This is an optimization exercise on Yosys and OpenROAD, whose aim is small area, a short achievable clock period and few clock cycles, not a production implementation. In this exercise RTL edits were held to simulation tests only and were not proved equivalent to the original. Power figures rest on the tool's default switching activity, not on a simulated workload.

## flow/design.v

```verilog
module tmon_fcodec (
    input  wire        clk,
    input  wire        rst,       
    input  wire        req,
    input  wire        we,
    input  wire [11:0] idx,
    input  wire [31:0] wdata,
    output wire        ready,
    output reg         rvalid,
    output reg  [31:0] rdata
);
  localparam integer BUF_BYTES = 261;
  localparam [3:0] OP_NOP     = 4'h0;
  localparam [3:0] OP_CRCINIT = 4'h1;
  localparam [3:0] OP_CRCBYTE = 4'h2;
  localparam [3:0] OP_CRCBUF  = 4'h3;
  localparam [3:0] OP_ENCODE  = 4'h4;
  localparam [3:0] OP_DECODE  = 4'h5;
  localparam [3:0] OP_RPACK   = 4'h6;
  localparam [3:0] OP_RUNPACK = 4'h7;
  localparam [3:0] E_NONE      = 4'h0;
  localparam [3:0] D_SHORT     = 4'h1;
  localparam [3:0] D_SENTINEL  = 4'h2;
  localparam [3:0] D_LENGTH    = 4'h3;
  localparam [3:0] D_CHECKSUM  = 4'h4;
  localparam [3:0] D_ADDRESS   = 4'h5;
  localparam [3:0] E_ADDRESS   = 4'h6;
  localparam [3:0] E_CAPACITY  = 4'h7;
  localparam [3:0] E_PLEN      = 4'h8;
  localparam [3:0] E_RANGE     = 4'h9;
  localparam [3:0] R_LENGTH    = 4'hA;
  localparam [3:0] ILLEGAL_OP  = 4'hB;
  localparam [2:0] S_IDLE    = 3'd0;
  localparam [2:0] S_CRCBUF  = 3'd1;
  localparam [2:0] S_ENCODE  = 3'd2;
  localparam [2:0] S_DECODE  = 3'd3;
  localparam [2:0] S_RPACK   = 3'd4;
  localparam [2:0] S_RUNPACK = 3'd5;
  function [15:0] crc_step;
    input [15:0] r_in;
    input [7:0]  b;
    integer k;
    reg [15:0] r;
    begin
      r = r_in ^ {8'h00, b};
      for (k = 0; k < 8; k = k + 1)
        r = r[0] ? ((r >> 1) ^ 16'hA001) : (r >> 1);
      crc_step = r;
    end
  endfunction
  reg        st_ok;
  reg [3:0]  st_err;
  reg [3:0]  st_lastop;
  reg [15:0] crc_acc;
  reg [7:0]  crc_din;
  reg [7:0]  f_addr;
  reg [7:0]  f_cmd;
  reg [8:0]  p_off;
  reg [8:0]  p_len;
  reg [15:0] in_len;
  reg [15:0] out_cap;
  reg [15:0] out_len;
  reg [7:0]  d_addr;
  reg [7:0]  d_cmd;
  reg [15:0] ch0, ch1, ch2, ch3;
  reg [7:0]  ibuf [0:BUF_BYTES-1];
  reg [7:0]  obuf [0:BUF_BYTES-1];
  reg [2:0]  state;
  reg [3:0]  cur_op;
  reg [8:0]  pos;        
  reg [8:0]  cnt;        
  reg [15:0] acc;        
  reg [7:0]  nlen;       
  reg [7:0]  rx_lo;      
  reg [63:0] unpk;       
  assign ready = (state == S_IDLE);
  wire acc_wr  = req && ready && we;
  wire acc_rd  = req && ready && !we;
  wire ctrl_wr = acc_wr && (idx == 12'h000);
  wire [3:0] op = wdata[3:0];
  reg  [8:0] eng_raddr;
  wire [8:0] ib_raddr = ready ? (idx[8:0]) : eng_raddr;
  wire [7:0] ib_rdata = ib_raddr < BUF_BYTES ? ibuf[ib_raddr] : 8'h00;
  wire [7:0] ib0 = ibuf[0];
  wire [7:0] ib1 = ibuf[1];
  wire [7:0] ib3 = ibuf[3];
  reg        ib_we;
  reg  [8:0] ib_waddr;
  reg  [7:0] ib_wdata;
  always @* begin
    ib_we    = 1'b0;
    ib_waddr = idx[8:0];
    ib_wdata = wdata[7:0];
    if (state == S_RPACK) begin
      ib_we    = 1'b1;
      ib_waddr = pos;
      case (pos[2:0])
        3'd0: ib_wdata = ch0[7:0];
        3'd1: ib_wdata = ch0[15:8];
        3'd2: ib_wdata = ch1[7:0];
        3'd3: ib_wdata = ch1[15:8];
        3'd4: ib_wdata = ch2[7:0];
        3'd5: ib_wdata = ch2[15:8];
        3'd6: ib_wdata = ch3[7:0];
        default: ib_wdata = ch3[15:8];
      endcase
    end else if (acc_wr && idx[11:9] == 3'b001 && idx[8:0] < BUF_BYTES) begin
      ib_we = 1'b1;
    end
  end
  always @(posedge clk)
    if (ib_we) ibuf[ib_waddr] <= ib_wdata;
  reg        ob_we;
  reg  [8:0] ob_waddr;
  reg  [7:0] ob_wdata;
  wire [7:0] ob_rdata = idx[8:0] < BUF_BYTES ? obuf[idx[8:0]] : 8'h00;
  always @(posedge clk)
    if (ob_we) obuf[ob_waddr] <= ob_wdata;
  wire [8:0] enc_n4 = {1'b0, nlen} + 9'd4;
  reg  [7:0] enc_byte;
  always @* begin
    if (pos == 9'd0)            enc_byte = 8'h01;
    else if (pos == 9'd1)       enc_byte = f_addr;
    else if (pos == 9'd2)       enc_byte = f_cmd;
    else if (pos == 9'd3)       enc_byte = nlen;
    else if (pos < enc_n4)      enc_byte = ib_rdata;
    else if (pos == enc_n4)     enc_byte = acc[7:0];
    else                        enc_byte = acc[15:8];
  end
  always @* begin
    ob_we    = (state == S_ENCODE);
    ob_waddr = pos;
    ob_wdata = enc_byte;
  end
  always @* begin
    case (state)
      S_CRCBUF:  eng_raddr = pos;
      S_ENCODE:  eng_raddr = p_off + pos - 9'd4;
      S_DECODE:  eng_raddr = pos;
      S_RUNPACK: eng_raddr = p_off + pos;
      default:   eng_raddr = 9'd0;
    endcase
  end
  wire [15:0] acc_step = crc_step(acc, (state == S_ENCODE) ? enc_byte : ib_rdata);
  wire [9:0]  off_plus_len = {1'b0, p_off} + {1'b0, p_len};
  wire [9:0]  off_plus_8   = {1'b0, p_off} + 10'd8;
  wire [16:0] need_cap     = {8'h00, p_len} + 17'd6;
  wire [16:0] dec_len      = {9'h000, ib3} + 17'd6;
  wire        addr_bad_f   = (f_addr == 8'd0) || (f_addr > 8'd247);
  wire        addr_bad_d   = (ib1 == 8'd0) || (ib1 > 8'd247);
  task finish;
    input [3:0] opv;
    input [3:0] code;
    begin
      st_lastop <= opv;
      st_err    <= code;
      st_ok     <= (code == E_NONE);
      state     <= S_IDLE;
    end
  endtask
  always @(posedge clk) begin
    if (rst) begin
      state     <= S_IDLE;
      st_ok     <= 1'b0;
      st_err    <= 4'h0;
      st_lastop <= 4'h0;
      crc_acc   <= 16'hFFFF;
      crc_din   <= 8'h00;
      f_addr    <= 8'h00;
      f_cmd     <= 8'h00;
      p_off     <= 9'h000;
      p_len     <= 9'h000;
      in_len    <= 16'h0000;
      out_cap   <= 16'h0000;
      out_len   <= 16'h0000;
      d_addr    <= 8'h00;
      d_cmd     <= 8'h00;
      ch0       <= 16'h0000;
      ch1       <= 16'h0000;
      ch2       <= 16'h0000;
      ch3       <= 16'h0000;
      cur_op    <= 4'h0;
      pos       <= 9'd0;
      cnt       <= 9'd0;
      acc       <= 16'hFFFF;
      nlen      <= 8'h00;
      rx_lo     <= 8'h00;
      unpk      <= 64'h0;
    end else begin
      case (state)
        S_IDLE: begin
          if (acc_wr) begin
            case (idx)
              12'h003: crc_din <= wdata[7:0];
              12'h004: f_addr  <= wdata[7:0];
              12'h005: f_cmd   <= wdata[7:0];
              12'h006: p_off   <= wdata[8:0];
              12'h007: p_len   <= wdata[8:0];
              12'h008: in_len  <= wdata[15:0];
              12'h009: out_cap <= wdata[15:0];
              12'h00D: ch0     <= wdata[15:0];
              12'h00E: ch1     <= wdata[15:0];
              12'h00F: ch2     <= wdata[15:0];
              12'h010: ch3     <= wdata[15:0];
              default: ;
            endcase
          end
          if (ctrl_wr) begin
            cur_op <= op;
            pos    <= 9'd0;
            acc    <= 16'hFFFF;
            case (op)
              OP_NOP: ;
              OP_CRCINIT: begin
                crc_acc <= 16'hFFFF;
                finish(op, E_NONE);
              end
              OP_CRCBYTE: begin
                crc_acc <= crc_step(crc_acc, crc_din);
                finish(op, E_NONE);
              end
              OP_CRCBUF: begin
                if (off_plus_len > BUF_BYTES) begin
                  finish(op, E_RANGE);
                end else if (p_len == 9'd0) begin
                  crc_acc <= 16'hFFFF;
                  finish(op, E_NONE);
                end else begin
                  pos   <= p_off;
                  cnt   <= p_len;
                  state <= S_CRCBUF;
                end
              end
              OP_ENCODE: begin
                if (addr_bad_f) begin
                  out_len <= 16'h0000;
                  finish(op, E_ADDRESS);
                end else if (p_len > 9'd255) begin
                  out_len <= 16'h0000;
                  finish(op, E_PLEN);
                end else if (off_plus_len > BUF_BYTES) begin
                  out_len <= 16'h0000;
                  finish(op, E_RANGE);
                end else if ({1'b0, out_cap} < need_cap) begin
                  out_len <= 16'h0000;
                  finish(op, E_CAPACITY);
                end else begin
                  nlen  <= p_len[7:0];
                  state <= S_ENCODE;
                end
              end
              OP_DECODE: begin
                if (in_len < 16'd6) begin
                  finish(op, D_SHORT);
                end else if (ib0 != 8'h01) begin
                  finish(op, D_SENTINEL);
                end else if (dec_len != {1'b0, in_len}) begin
                  finish(op, D_LENGTH);
                end else begin
                  nlen  <= ib3;
                  pos   <= 9'd1;
                  state <= S_DECODE;
                end
              end
              OP_RPACK: begin
                state <= S_RPACK;
              end
              OP_RUNPACK: begin
                if (p_len != 9'd8) begin
                  finish(op, R_LENGTH);
                end else if (off_plus_8 > BUF_BYTES) begin
                  finish(op, E_RANGE);
                end else begin
                  state <= S_RUNPACK;
                end
              end
              default: begin
                finish(op, ILLEGAL_OP);
              end
            endcase
          end
        end
        S_CRCBUF: begin
          acc <= acc_step;
          pos <= pos + 9'd1;
          cnt <= cnt - 9'd1;
          if (cnt == 9'd1) begin
            crc_acc <= acc_step;
            finish(cur_op, E_NONE);
          end
        end
        S_ENCODE: begin
          if (pos != 9'd0 && pos < enc_n4)
            acc <= acc_step;
          pos <= pos + 9'd1;
          if (pos == enc_n4 + 9'd1) begin
            out_len <= {7'h00, enc_n4} + 16'd2;
            finish(cur_op, E_NONE);
          end
        end
        S_DECODE: begin
          pos <= pos + 9'd1;
          if (pos < {1'b0, nlen} + 9'd4) begin
            acc <= acc_step;
          end else if (pos == {1'b0, nlen} + 9'd4) begin
            rx_lo <= ib_rdata;
          end else begin
            if ({ib_rdata, rx_lo} != acc) begin
              finish(cur_op, D_CHECKSUM);
            end else if (addr_bad_d) begin
              finish(cur_op, D_ADDRESS);
            end else begin
              d_addr <= ib1;
              d_cmd  <= ibuf[2];
              p_off  <= 9'd4;
              p_len  <= {1'b0, nlen};
              finish(cur_op, E_NONE);
            end
          end
        end
        S_RPACK: begin
          pos <= pos + 9'd1;
          if (pos == 9'd7) begin
            p_off <= 9'd0;
            p_len <= 9'd8;
            finish(cur_op, E_NONE);
          end
        end
        S_RUNPACK: begin
          pos  <= pos + 9'd1;
          unpk <= {ib_rdata, unpk[63:8]};
          if (pos == 9'd7) begin
            ch0 <= unpk[23:8];
            ch1 <= unpk[39:24];
            ch2 <= unpk[55:40];
            ch3 <= {ib_rdata, unpk[63:56]};
            finish(cur_op, E_NONE);
          end
        end
        default: state <= S_IDLE;
      endcase
    end
  end
  reg [31:0] rd_val;
  always @* begin
    rd_val = 32'h0;
    if (idx[11:9] == 3'b001)
      rd_val = {24'h0, ib_rdata};
    else if (idx[11:9] == 3'b010)
      rd_val = {24'h0, ob_rdata};
    else begin
      case (idx)
        12'h001: rd_val = {20'h0, st_lastop, st_err, 3'b000, st_ok};
        12'h002: rd_val = {16'h0, crc_acc};
        12'h003: rd_val = {24'h0, crc_din};
        12'h004: rd_val = {24'h0, f_addr};
        12'h005: rd_val = {24'h0, f_cmd};
        12'h006: rd_val = {23'h0, p_off};
        12'h007: rd_val = {23'h0, p_len};
        12'h008: rd_val = {16'h0, in_len};
        12'h009: rd_val = {16'h0, out_cap};
        12'h00A: rd_val = {16'h0, out_len};
        12'h00B: rd_val = {24'h0, d_addr};
        12'h00C: rd_val = {24'h0, d_cmd};
        12'h00D: rd_val = {16'h0, ch0};
        12'h00E: rd_val = {16'h0, ch1};
        12'h00F: rd_val = {16'h0, ch2};
        12'h010: rd_val = {16'h0, ch3};
        default: rd_val = 32'h0;
      endcase
    end
  end
  always @(posedge clk) begin
    if (rst) begin
      rvalid <= 1'b0;
      rdata  <= 32'h0;
    end else begin
      rvalid <= acc_rd;
      if (acc_rd)
        rdata <= rd_val;
    end
  end
endmodule
```

## flow/constraint.sdc

```tcl
create_clock -name core_clock -period 10.0 [get_ports {clk}]
set_input_delay 2.0000 -clock core_clock [delete_from_list [all_inputs] [get_ports {clk}]]
set_output_delay 2.0000 -clock core_clock [all_outputs]
set_load 0.01 [all_outputs]
```

## flow/run.sh

```bash
#!/bin/bash
# synth_recipe.tcl (not shown) runs the flow's synth.tcl, then flattens the netlist and writes it again
# the make line also repeats each setting of config.mk as NAME=value (left out here)
make -C /OpenROAD-flow-scripts/flow DESIGN_CONFIG=/design/flow/config.mk WORK_HOME=/design/flow/orfs CLKGATE_MAP_FILE= SYNTH_SCRIPT=/design/flow/synth_recipe.tcl finish
```

## flow/config.mk

```make
export PLATFORM = sky130hd
export DESIGN_NAME = tmon_fcodec
export DESIGN_NICKNAME = tmon_fcodec
export VERILOG_FILES = /design/flow/design.v
export SDC_FILE = /design/flow/constraint.sdc
export NUM_CORES = 4
export LEC_CHECK = 0
export CAP_MARGIN = 20
export CORE_MARGIN = 2
export CORE_UTILIZATION = 40
export SLEW_MARGIN = 20
export SYNTH_MEMORY_MAX_BITS = 4096
```

==> results.tsv <==
metric	value	unit
status	no timing/DRC/antenna violations	
Final ANT Viol Nets	0	
Final Instance Count excl. Fillers	16800	
die area	0.460	mm2
H-tree levels	5	
largest net degree at the start of global routing	220	
switching portion of total power	0.216	
Syn Inst Count	10300	
Setup WS pre-CTS	1410	ps
unique cell type count in the Yosys netlist	118	
Comb power frac	0.049	
CTS tree	done	
Worst VDD drop	0.178	mV
Root Driver	clkbuf_16	
grt ovf	0	
CTS clk-pin slew, worst paths	60	ps
Seq/Total Area, Yosys	0.729	
crit-path max cell delay	910	ps
min setup slack post-route	1560	ps
initial antenna violation count	20	
CP endpoint kind	register	
Max Freq	118	MHz
Setup Buffers After CTS	0	
# setup viols final	0	
# IOs	82	
drt pass-1 iters	7	
Final Hold Viols	0	
CP Launch Type	register	
Worst Skew	112	ps
first-pass GRT wire length	737000	um
FF+latch count, synth	4519	
vias	100000	
crit-path leading delay family	simple AND/OR/NAND/NOR gates	
Hold Crit Class	register to register	
initial core utilization	0.402	
synth cell count leaders	edfxtp_1, mux4_2, nand2_1, nor2_1, clkbuf_1	
Post-synth top flop	edfxtp_1	
total CTS buffers	439	
crit path buf inv count	4	
port bufs	49	
Netlist Area Pre-Place	0.182	mm2
CP cell instances	ha_1 > inv_1 > fa_1 > xnor2_1 > inv_1 > ha_1 > and2_1 > o31a_1 > o211a_4 > nor2_4 > buf_4 > a22oi_1 > and3_1 > o311ai_0 > buf_4 > a2bb2oi_1 > a31oi_1 > xor2_1 > nand4_2 > nor4_4 > nand4_4 > mux2i_1 > nor2_1	
routed vias/inst	5.98	
Critical Path RT	10870	ps
DR WL/cell	31.1	um
Synth area leader	edfxtp_1	
most common cell in the synthesized netlist	edfxtp_1	
Layout area overhead	12.3	%
Slowest-stage cell, CP	nor2_4	
Ys Warns	1	
Setup Total Neg Slack	0	ps
Slew HR	0.161	
max cap viols	0	
worst-margin pin slew	1250	ps
minimum clock period	8440	ps
gr usage total	0.221	
Post-synth ARST share	0	
Area contributors post-synth	edfxtp_1, mux4_2, dfxtp_1, nand2_1, nor2_1	
clock network fraction of total power	0.420	
Core ar.	0.453	mm2
DP HPWL	320000	um
PD cells	189	mW/mm2
CP Class	register to register	
sw power	8320	uW
CTS resizes	0	
top cell type's share of synthesized area	0.694	
static leakage	0.0641	uW
dpl cells	15900	
Placer Congestion	0.932	
Arr. time, crit path	9310	ps
area post-placement	0.190	mm2
vias in the first global route	99200	
Post-Route WL	521000	um
fill count	38100	
Mean Syn Cell Area	17.7	um2
later-pin clock latency in the skew report	1030	ps
Int Pwr	30300	uW
max-slew violation count	0	
Die Ht	678	um
CP max FO	16	
share of cells above drive strength 1	0.197	
nets	10500	
clk sinks	4519	
# hold bufs at CTS	0	
RSZ-0062 raised after global routing	false	
Period Utilization, post-route	0.844	
Design Area, Final	0.204	mm2
sequential share of power	0.531	
First DRT Iteration DRCs	13500	
# DRC	0	
clock buffer depth	4	
Die Span X	678	um
cell row count	247	
number of synthesized flops with an enable pin	4200	
## metal layers
layer / share of wire / track usage / vias up
li1: - / - / 41500
met1: 0.39 / 0.301 / 52700
met2: 0.47 / 0.354 / 5039
met3: 0.089 / 0.0375 / 1039
met4: 0.045 / 0.0896 / 14
met5: 0.00017 / 0 / -
## registers in the layout (all words and copies together) (netlist names), 9 cells and up
register and flops:
ibuf 2112, obuf 2088, unpk 56, acc 16, ch0 16, ch1 16
ch2 16, ch3 16, crc_acc 16, in_len 16, out_cap 16, rdata 16
out_len 10, cnt 9, p_len 9, p_off 9, pos 9
## placed cells by master (no fill, tap or decap), drive strengths merged, types with 46 or more instances in the layout
| master | netlist | final |
|---|---|---|
| mux4 | 1058 | 1058 |
| a21oi | 314 | 314 |
| clkinv | 1 | 195 |
| edfxtp | 4200 | 4200 |
| nor3 | 74 | 74 |
| a32oi | 65 | 65 |
| ha | 51 | 51 |
| nand4 | 72 | 72 |
| nand3 | 237 | 237 |
| nand2 | 1038 | 1038 |
| buf | 288 | 312 |
| dfxtp | 319 | 319 |
| xnor2 | 70 | 70 |
| xor2 | 46 | 46 |
| clkbuf | 367 | 564 |
| and3 | 46 | 46 |
| nor2 | 855 | 855 |
| a211oi | 92 | 92 |
| o21ai | 108 | 108 |
| mux2i | 187 | 187 |
| a22oi | 159 | 159 |
## worst paths after layout
check,startpoint,endpoint,slack [ps],cells after the start
hold reg to reg,cur_op[3],cur_op[3],460,2
hold / removal,cur_op[3],cur_op[3],460,2
setup reg to reg,p_off[0],d_cmd[3],1560,23
setup / recovery,p_off[0],d_cmd[3],1560,23
## power groups by stage
stage / logic, uW / registers (uW) / clock network (uW)
global route: 1960 / 20500 / 17100
global placement: 1870 / 20900 / 0
floorplan: 1110 / 21000 / 0
finish: 1890 / 20500 / 16200
detailed placement: 1890 / 20900 / 0
CTS: 1900 / 20500 / 16400
## logic make-up (layout without fill, tap and decap cells)
family / count (synthesis) / after routing / share of synthesized area
DFF: 4519 / 4519 / 0.729
and+or+nand+nor: 2492 / 2492 / 0.0589
muxes: 1262 / 1262 / 0.142
AOI/OAI and AO/OA: 1116 / 1116 / 0.0434
buffers and inverters: 692 / 1204 / 0.0168
xor gates and xnor gates: 118 / 118 / 0.00609
adders and majority gates: 53 / 53 / 0.00373
other: 1 / 26 / 0.0000206
## area by class of cell
type | count | area, um2 | share of cell area
well taps | 5976 | 7480 | 0.0366
flip-flops and latches | 4519 | 133000 | 0.649
repair buffers | 354 | 3410 | 0.0167
diodes | 10 | 25.0 | 0.000123
clock buffers | 564 | 11700 | 0.0573
inverters | 37 | 139 | 0.000680
multi-input cells | 5057 | 46700 | 0.229
clock inverters | 249 | 2230 | 0.0109
## worst min-delay path, cell delays in order (launching register included)
cell	delay [ps]
dfxtp_1	310
nand2_1	50
a21oi_1	50
## through the flow
step / util / power, uW / hold WS, ps
2_1_floorplan: - / 22100 / 429
3_3_place_gp: 0.420 / 22800 / 444
3_5_place_dp: 0.420 / 22800 / 447
4_1_cts: 0.451 / 38800 / 455
5_1_grt: 0.451 / 39600 / 476
6_report: 0.451 / 38600 / 455
Testbench counts, summed over its fixed seeds: cycles 159,167.

-- re-timing with driven ports --
In the flow no input, the clock included, has a driving cell. The finished layout below was timed again as built, in two steps.
Step 1 (the two cells are an assumption about what drives the block):
set clk [get_ports {clk}]
set_driving_cell -lib_cell sky130_fd_sc_hd__clkbuf_16 $clk
set_driving_cell -lib_cell sky130_fd_sc_hd__buf_2 [delete_from_list [all_inputs] $clk]
Step 2 also shifts input and output timing later by t, the mid clock arrival at the registers, as if the neighbouring blocks saw the same clock.
Slacks: ideal ports / drivers / drivers and shift; pairs: ideal ports / drivers.
t, ns: 1.091
setup WS [ns]: 1.561 / 1.561 / 1.388
hold WS [ns]: 0.455 / 0.455 / 0.455
pins driven straight from the clock port: 1
After both steps setup and hold are still met in this run. For this run, drivers alone change the setup slack by 0.000 ns; drivers and shift together by -0.173 ns.
